From an optimization exercise on the open Yosys and OpenROAD flow, aimed at small area, a short achievable clock period and few clock cycles per item; shortcuts taken in it are not production practice. Only simulation tests tie the RTL to the original design; equivalence was not proved.

### design/flow/design.v
module bme280_comp (
    input  wire         clk,
    input  wire         rst,         
    input  wire         cal_load,    
    input  wire [207:0] cal1,        
    input  wire [55:0]  cal2,        
    input  wire         start,       
    input  wire [63:0]  raw,         
    output wire         ready,
    output reg          done,
    output reg          err,
    output reg  [31:0]  temp,
    output reg  [31:0]  t_fine,
    output reg  [31:0]  press,
    output reg  [31:0]  hum
);
    localparam [4:0] S_IDLE = 5'd0,
                     S_T0   = 5'd1,  S_T1 = 5'd2,  S_T2 = 5'd3,
                     S_P0   = 5'd4,  S_P1 = 5'd5,  S_P2 = 5'd6,  S_P3 = 5'd7,
                     S_P4   = 5'd8,  S_P5 = 5'd9,  S_P6 = 5'd10,
                     S_DIV  = 5'd11, S_DIVF = 5'd12,
                     S_P7   = 5'd13, S_P8 = 5'd14, S_P9 = 5'd15,
                     S_H0   = 5'd16, S_H1 = 5'd17, S_H2 = 5'd18, S_H3 = 5'd19,
                     S_H4   = 5'd20, S_H5 = 5'd21, S_H6 = 5'd22, S_H7 = 5'd23;
    reg [4:0] state;
    assign ready = (state == S_IDLE);
    reg        calv;
    reg [15:0] T1, T2, T3;
    reg [15:0] P1, P2, P3, P4, P5, P6, P7, P8, P9;
    reg [7:0]  H1, H3, H6;
    reg [15:0] H2;
    reg [11:0] H4, H5;    
    function [7:0] cb1;
        input integer i;
        cb1 = cal1[8*i +: 8];
    endfunction
    function [7:0] cb2;
        input integer i;
        cb2 = cal2[8*i +: 8];
    endfunction
    reg [19:0] raw_p, raw_t;
    reg [15:0] raw_h;
    reg [63:0] r_a, r_b, r_c;
    reg [63:0] v1, v2, p;
    reg [63:0] mul_a, mul_b;
    wire [63:0] prod = mul_a * mul_b;        
    reg [64:0] rem;
    reg [63:0] quo, dvsr;
    reg        qneg;
    reg [6:0]  cnt;
    wire [64:0] rem_sh  = {rem[63:0], quo[63]};
    wire [64:0] rem_sub = rem_sh - {1'b0, dvsr};
    wire        rem_ge  = ~rem_sub[64];
    function [63:0] sx16; input [15:0] v; sx16 = {{48{v[15]}}, v}; endfunction
    function [63:0] sx32; input [31:0] v; sx32 = {{32{v[31]}}, v}; endfunction
    function [63:0] sx8;  input [7:0]  v; sx8  = {{56{v[7]}},  v}; endfunction
    wire [31:0] t_d1 = {15'd0, raw_t[19:3]} - {15'd0, T1, 1'b0};
    wire [31:0] t_d2 = {16'd0, raw_t[19:4]} - {16'd0, T1};
    wire [31:0] t_v2 = $signed(prod[31:0]) >>> 14;
    wire [31:0] t_fine_n = r_a[31:0] + t_v2;
    wire [31:0] t_x5 = t_fine_n * 32'd5 + 32'd128;
    wire [63:0] px   = sx32(t_fine) - 64'd128000;
    wire [63:0] pp13 = $signed(p) >>> 13;
    wire [63:0] p_raw = 64'd1048576 - {44'd0, raw_p};
    wire [63:0] p_num_in = (p_raw << 31) - v2;
    wire [63:0] p_w2  = $signed(prod) >>> 19;
    wire [63:0] p_sum = p + r_a + p_w2;
    wire [63:0] p_sum8 = $signed(p_sum) >>> 8;
    wire [63:0] p_fin = p_sum8 + (sx16(P7) << 4);
    wire [31:0] hx   = t_fine - 32'd76800;
    wire [31:0] m_s7  = $signed(prod[31:0]) >>> 7;
    wire [31:0] m_s10 = $signed(prod[31:0]) >>> 10;
    wire [31:0] m_s11 = $signed(prod[31:0]) >>> 11;
    wire [31:0] m_s12 = $signed(prod[31:0]) >>> 12;
    wire [31:0] m_b   = prod[31:0] + 32'd8192;
    wire [31:0] m_bs  = $signed(m_b) >>> 14;
    wire [31:0] h_as  = $signed(h_a) >>> 15;
    wire [31:0] t_s8  = $signed(t_x5) >>> 8;
    wire [63:0] m_s8  = $signed(prod) >>> 8;
    wire [63:0] m_s25 = $signed(prod) >>> 25;
    wire [63:0] m_s33 = $signed(prod) >>> 33;
    wire [31:0] h_a  = (({raw_h, 14'd0} - {H4, 20'd0}) - prod[31:0]) + 32'd16384;
    wire [31:0] h_s  = $signed(r_a[31:0]) >>> 15;
    wire [31:0] h_c4 = $signed(prod[31:0]) >>> 4;
    wire [31:0] h_v  = r_a[31:0] - h_c4;
    wire [31:0] h_vc = $signed(h_v) < 0 ? 32'd0 :
                       ($signed(h_v) > 32'sd419430400 ? 32'd419430400 : h_v);
    always @(*) begin
        mul_a = 64'd0;
        mul_b = 64'd0;
        case (state)
            S_T0: begin mul_a = sx32(t_d1);  mul_b = sx16(T2); end
            S_T1: begin mul_a = sx32(t_d2);  mul_b = sx32(t_d2); end
            S_T2: begin mul_a = sx32(r_b[31:0]); mul_b = sx16(T3); end
            S_P0: begin mul_a = px;          mul_b = px; end
            S_P1: begin mul_a = r_a;         mul_b = sx16(P6); end
            S_P2: begin mul_a = px;          mul_b = sx16(P5); end
            S_P3: begin mul_a = r_a;         mul_b = sx16(P3); end
            S_P4: begin mul_a = px;          mul_b = sx16(P2); end
            S_P5: begin mul_a = (64'd1 << 47) + v1; mul_b = {48'd0, P1}; end
            S_P6: begin mul_a = p_num_in;    mul_b = 64'd3125; end
            S_P7: begin mul_a = sx16(P9);    mul_b = pp13; end
            S_P8: begin mul_a = r_a;         mul_b = pp13; end
            S_P9: begin mul_a = sx16(P8);    mul_b = p; end
            S_H0: begin mul_a = {52'd0, H5}; mul_b = sx32(hx); end
            S_H1: begin mul_a = sx32(hx);    mul_b = sx8(H6); end
            S_H2: begin mul_a = sx32(hx);    mul_b = {56'd0, H3}; end
            S_H3: begin mul_a = sx32(r_b[31:0]); mul_b = sx32(r_c[31:0]); end
            S_H4: begin mul_a = sx32(r_b[31:0]); mul_b = sx16(H2); end
            S_H5: begin mul_a = sx32(r_a[31:0]); mul_b = sx32(r_b[31:0]); end
            S_H6: begin mul_a = sx32(h_s);   mul_b = sx32(h_s); end
            S_H7: begin mul_a = sx32(r_b[31:0]); mul_b = {56'd0, H1}; end
            default: ;
        endcase
    end
    always @(posedge clk) begin
        if (rst) begin
            state <= S_IDLE;
            calv  <= 1'b0;
            done  <= 1'b0;
            err   <= 1'b0;
        end else begin
            done <= 1'b0;
            case (state)
                S_IDLE: begin
                    if (cal_load) begin
                        T1 <= {cb1(1), cb1(0)};
                        T2 <= {cb1(3), cb1(2)};
                        T3 <= {cb1(5), cb1(4)};
                        P1 <= {cb1(7), cb1(6)};
                        P2 <= {cb1(9), cb1(8)};
                        P3 <= {cb1(11), cb1(10)};
                        P4 <= {cb1(13), cb1(12)};
                        P5 <= {cb1(15), cb1(14)};
                        P6 <= {cb1(17), cb1(16)};
                        P7 <= {cb1(19), cb1(18)};
                        P8 <= {cb1(21), cb1(20)};
                        P9 <= {cb1(23), cb1(22)};
                        H1 <= cb1(25);
                        H2 <= {cb2(1), cb2(0)};
                        H3 <= cb2(2);
                        H4 <= {cb2(3), cal2[35:32]};
                        H5 <= {cb2(5), cal2[39:36]};
                        H6 <= cb2(6);
                        calv <= 1'b1;
                    end
                    if (start) begin
                        if (cal_load || calv) begin
                            raw_p <= {raw[7:0],   raw[15:8],  raw[23:20]};
                            raw_t <= {raw[31:24], raw[39:32], raw[47:44]};
                            raw_h <= {raw[55:48], raw[63:56]};
                            state <= S_T0;
                        end else begin
                            done <= 1'b1;        
                            err  <= 1'b1;
                        end
                    end
                end
                S_T0: begin
                    r_a   <= sx32(m_s11);       
                    state <= S_T1;
                end
                S_T1: begin
                    r_b   <= sx32(m_s12);       
                    state <= S_T2;
                end
                S_T2: begin
                    t_fine <= t_fine_n;
                    temp   <= t_s8;
                    state  <= S_P0;
                end
                S_P0: begin
                    r_a   <= prod;                                   
                    state <= S_P1;
                end
                S_P1: begin
                    v2    <= prod;                                   
                    state <= S_P2;
                end
                S_P2: begin
                    v2    <= v2 + (prod << 17) + (sx16(P4) << 35);
                    state <= S_P3;
                end
                S_P3: begin
                    v1    <= m_s8;                    
                    state <= S_P4;
                end
                S_P4: begin
                    v1    <= v1 + (prod << 12);
                    state <= S_P5;
                end
                S_P5: begin
                    v1    <= m_s33;                   
                    state <= S_P6;
                end
                S_P6: begin
                    if (v1 == 64'd0) begin
                        press <= 32'd0;                              
                        state <= S_H0;
                    end else begin
                        rem   <= 65'd0;
                        quo   <= prod[63] ? -prod : prod;
                        dvsr  <= v1[63] ? -v1 : v1;
                        qneg  <= prod[63] ^ v1[63];
                        cnt   <= 7'd64;
                        state <= S_DIV;
                    end
                end
                S_DIV: begin
                    if (rem_ge) begin
                        rem <= rem_sub;
                        quo <= {quo[62:0], 1'b1};
                    end else begin
                        rem <= rem_sh;
                        quo <= {quo[62:0], 1'b0};
                    end
                    cnt <= cnt - 7'd1;
                    if (cnt == 7'd1)
                        state <= S_DIVF;
                end
                S_DIVF: begin
                    p     <= qneg ? -quo : quo;
                    state <= S_P7;
                end
                S_P7: begin
                    r_a   <= prod;                                   
                    state <= S_P8;
                end
                S_P8: begin
                    r_a   <= m_s25;                   
                    state <= S_P9;
                end
                S_P9: begin
                    press <= p_fin[31:0];
                    state <= S_H0;
                end
                S_H0: begin
                    r_a   <= sx32(h_as);              
                    state <= S_H1;
                end
                S_H1: begin
                    r_b   <= sx32(m_s10);       
                    state <= S_H2;
                end
                S_H2: begin
                    r_c   <= sx32(m_s11 + 32'd32768);    
                    state <= S_H3;
                end
                S_H3: begin
                    r_b   <= sx32(m_s10 + 32'd2097152);  
                    state <= S_H4;
                end
                S_H4: begin
                    r_b   <= sx32(m_bs);       
                    state <= S_H5;
                end
                S_H5: begin
                    r_a   <= sx32(prod[31:0]);                       
                    state <= S_H6;
                end
                S_H6: begin
                    r_b   <= sx32(m_s7);        
                    state <= S_H7;
                end
                S_H7: begin
                    hum   <= h_vc >> 12;
                    err   <= 1'b0;
                    done  <= 1'b1;
                    state <= S_IDLE;
                end
                default: state <= S_IDLE;
            endcase
        end
    end
endmodule
### design/flow/run.sh
#!/bin/bash
# synth_recipe.tcl (not shown) runs the flow's synth.tcl, then flattens the netlist and writes it again
# the make line also repeats each setting of config.mk as NAME=value (left out here)
make -C /OpenROAD-flow-scripts/flow DESIGN_CONFIG=/design/flow/config.mk WORK_HOME=/design/flow/orfs CLKGATE_MAP_FILE= SYNTH_SCRIPT=/design/flow/synth_recipe.tcl finish
### design/flow/config.mk
export PLATFORM = sky130hd
export DESIGN_NAME = bme280_comp
export DESIGN_NICKNAME = bme280_comp
export VERILOG_FILES = /design/flow/design.v
export SDC_FILE = /design/flow/constraint.sdc
export NUM_CORES = 4
export LEC_CHECK = 0
export CAP_MARGIN = 20
export CORE_MARGIN = 2
export CORE_UTILIZATION = 30
export PLACE_DENSITY = 0.5
export SLEW_MARGIN = 20
### design/flow/constraint.sdc
create_clock -name core_clock -period 18.0 [get_ports {clk}]
set_input_delay 3.6000 -clock core_clock [delete_from_list [all_inputs] [get_ports {clk}]]
set_output_delay 3.6000 -clock core_clock [all_outputs]
set_load 0.01 [all_outputs]
==> results.txt <==
-- timing repair --
| item | in CTS | in global routing |
|---|---|---|
| setup endpoints to repair | 0 | 12 |
| buffers inserted | 0 | 19 |
| resized for setup | 0 | 31 |
| endpoints found under the hold margin | 0 | 0 |
-- final timing paths --
check,start,cells after the start,to
worst min-delay path,calv,1,calv
worst max register to register,t_fine[17],55,press[31]
worst max-delay path,t_fine[17],55,press[31]
worst min register to register,calv,1,calv
-- kinds of logic after synthesis --
logic type	count (synthesis)	share of synthesized area
adder cells (fa/ha/maj)	2737	0.381
AND/OR/NAND/NOR	4124	0.141
buffers and inverters	3018	0.0897
flip-flops	928	0.218
XOR/XNOR	731	0.0522
AO/OA/AOI/OAI	2159	0.115
multiplexers	32	0.00258
other	1	0.0000294
-- worst max-delay path: cells and delay by family, from the launching register on --
kind	cells	cell delay, ns
xor gates and xnor gates	4	1.05
adders and majority gates	14	6.71
AOI/OAI and AO/OA	19	4.18
buffers and inverters	8	0.81
DFF	1	0.39
and+or+nand+nor	10	3.92
-- flip-flops by register name, summed over array words and instances, names as in the netlist, 17 cells and up --
| signal | flops |
|---|---|
| dvsr | 64 |
| p | 64 |
| quo | 64 |
| r_a | 64 |
| rem | 64 |
| v1 | 64 |
| v2 | 64 |
| press | 32 |
| t_fine | 32 |
| r_b | 25 |
| temp | 24 |
| r_c | 22 |
| hum | 20 |
| raw_p | 20 |
| raw_t | 17 |
-- cell type report --
cell class              count  area (sq um)  area share
flip-flops and latches    928         27800       0.189
diodes                     29          72.6    0.000495
inverters                2343          8800      0.0600
multi-input cells        9798         89200       0.608
clock inverters            72           724     0.00494
well taps                5663          7090      0.0483
clock buffers             116          2630      0.0179
repair buffers           1219         10400      0.0710
-- cell usage after synthesis, types with 68 or more instances --
cell type and count:
a21oi_1 507, a22oi_1 139, and2_1 112, o21a_1 88
o31ai_1 68, xnor2_1 518, nor3_1 188, o21ai_0 383
clkbuf_1 577, nand2b_1 111, or3_1 75, xor2_1 194
and3_1 74, nand3_1 140, nor2_1 1395, nor2b_1 75
fa_1 1916, inv_1 2329, ha_1 821, nand2_1 1648
nand4_1 71, edfxtp_1 920, a21o_1 209
-- stage by stage --
stage	cell area [sq um]	hold WS, ns	util	worst slack [ns]
floorplan	128000	0.444	-	1.06
global placement	143000	0.465	0.338	0.483
detailed placement	143000	0.471	0.338	0.396
CTS	146000	0.487	0.345	0.286
global route	147000	0.503	0.346	0.0520
finish	147000	0.490	0.347	0.599
-- per-layer routing --
metal,up-vias,track usage
li1,46000,-
met1,56000,0.364
met2,5767,0.434
met3,1266,0.0543
met4,28,0.183
met5,-,0
==> qor.csv <==
stage,metric,value,unit
timing,slew_viol_final,0,
clock_network,cts-root-buf,clkbuf_16,
worst_setup_path,path_class,reg -> reg,
layout,area_growth_syn_to_layout,15.1,%
hold_path,hp-class,reg -> reg,
timing,grt_setup_unrepaired,false,
worst_setup_path,cp_slowest_cell,or3_1,
yosys,yosys.area.top_type,fa_1,
floorplanning,initial_core_util,0.301,
yosys,avgSynthCellArea,9.29,sq um
worst_setup_path,crit_path_start_kind,register,
global_routing,overflow,0,
clock_network,cts_tree,done,
timing,clock.fmax,57.5,MHz
yosys,synthFlopType,edfxtp_1,
clock_network,h-tree-depth,3,
route,dr.max_layer_used,met5,
timing,hold_viol_final,0,
yosys,async_reset_ff_frac,0,
yosys,ys_seq_area_frac,0.218,
floorplanning,die_h,656,microns
global_routing,antenna_found_initial,56,
floorplanning,die-width,656,microns
clock_network,cts_made_buffers,101,
place,post-place-cells,19900,
route,dr.pass1.iters,7,
clock_network,clkLatencyLatePin,0.79,ns
worst_setup_path,r2r_slack,0.60,ns
worst_setup_path,worstPathMaxFanout,13,
global_routing,grt_pass1_vias,108000,
yosys,yosys_warnings,1,
floorplanning,die_area,430000,sq um
clock_network,clk_path_buf_depth,3,
route,drc,0,
timing,finalCritPeriodShare,0.967,
floorplanning,rows,239,
place,dp_hpwl,507000,microns
yosys,synth_edf_count,920,
worst_setup_path,cp-end-kind,register,
layout,drive_above_1_share,0.0815,
timing,fin_worst_skew,0.0597,ns
yosys,synth_area_leaders,"fa_1, edfxtp_1, ha_1, inv_1, nand2_1",
clock_network,clk_pin_slew,0.07,ns
route,wl_per_cell,30.7,microns
route,via_per_inst,5.41,
global_routing,grt_pass1_wl,856000,microns
layout,nFillCells,44200,
worst_setup_path,path_common_cell,fa_1,
layout,layout.cells.non_filler,20200,
route,routed-wl-met2,270000,microns
timing,setup_tns,0,ns
place,io_buffer_count,431,
route,routed-via-count,109000,
timing,setup_viol,0,
route,drtIter0Drc,12400,
yosys,synth_seq_cells,928,
run_status,status,finished clean,
clock_network,cts.sinks,928,
place,gp_congestion,1.01,
floorplanning,core-area,423000,sq um
route,wl_met1,244000,microns
yosys,syn_inst,13700,
yosys,syn_area,127000,sq um
timing,fin_crit,17.40,ns
floorplanning,ios,463,
clock_network,cts_hold_buf,0,
layout,finalNetCount,17500,
route,ant_nets,0,
global_routing,grt_usage,0.282,
global_routing,grt_max_degree,78,
yosys,synth_top_cell_area_share,0.301,
worst_setup_path,cp_data_required_time,18.47,ns
route,routed_wl,619000,microns
layout,layout_commonest_cell,inv_1,
route,wl_met3,55600,microns
worst_setup_path,crit_arrival,17.87,ns
timing,slew_headroom,0.161,
worst_setup_path,cpPeakStageDelay,0.79,ns
run,drv_cap,0,
layout,final_cell_mix,"inv_1, fa_1, nand2_1",
timing,tightest_slew,1.26,ns
yosys,ys_types,99,
Testbench counts, summed over its fixed seeds: cycles 44,544, samples 512.

what the ideal ports hide:
In the flow no input, the clock included, has a driving cell. The finished layout below was timed again as built, in two steps. Step 1 assumes that a clkbuf_16 drives the clock port and a buf_2 every other input. Step 2 also shifts input and output timing later by t, the mid clock arrival at the registers, as if the neighbouring blocks saw the same clock. Slacks: ideal / step 1 / step 2; pairs: ideal / step 1.
t, ns: 0.831
setup slack, ns: 0.599 / 0.599 / 0.599
worst setup path at the end: register to register
worst slew at a driven data input, ns: 0.12
After both steps this run still meets setup and hold. The setup slack of this run moves by 0.000 ns with the drivers and by 0.000 ns with both steps.
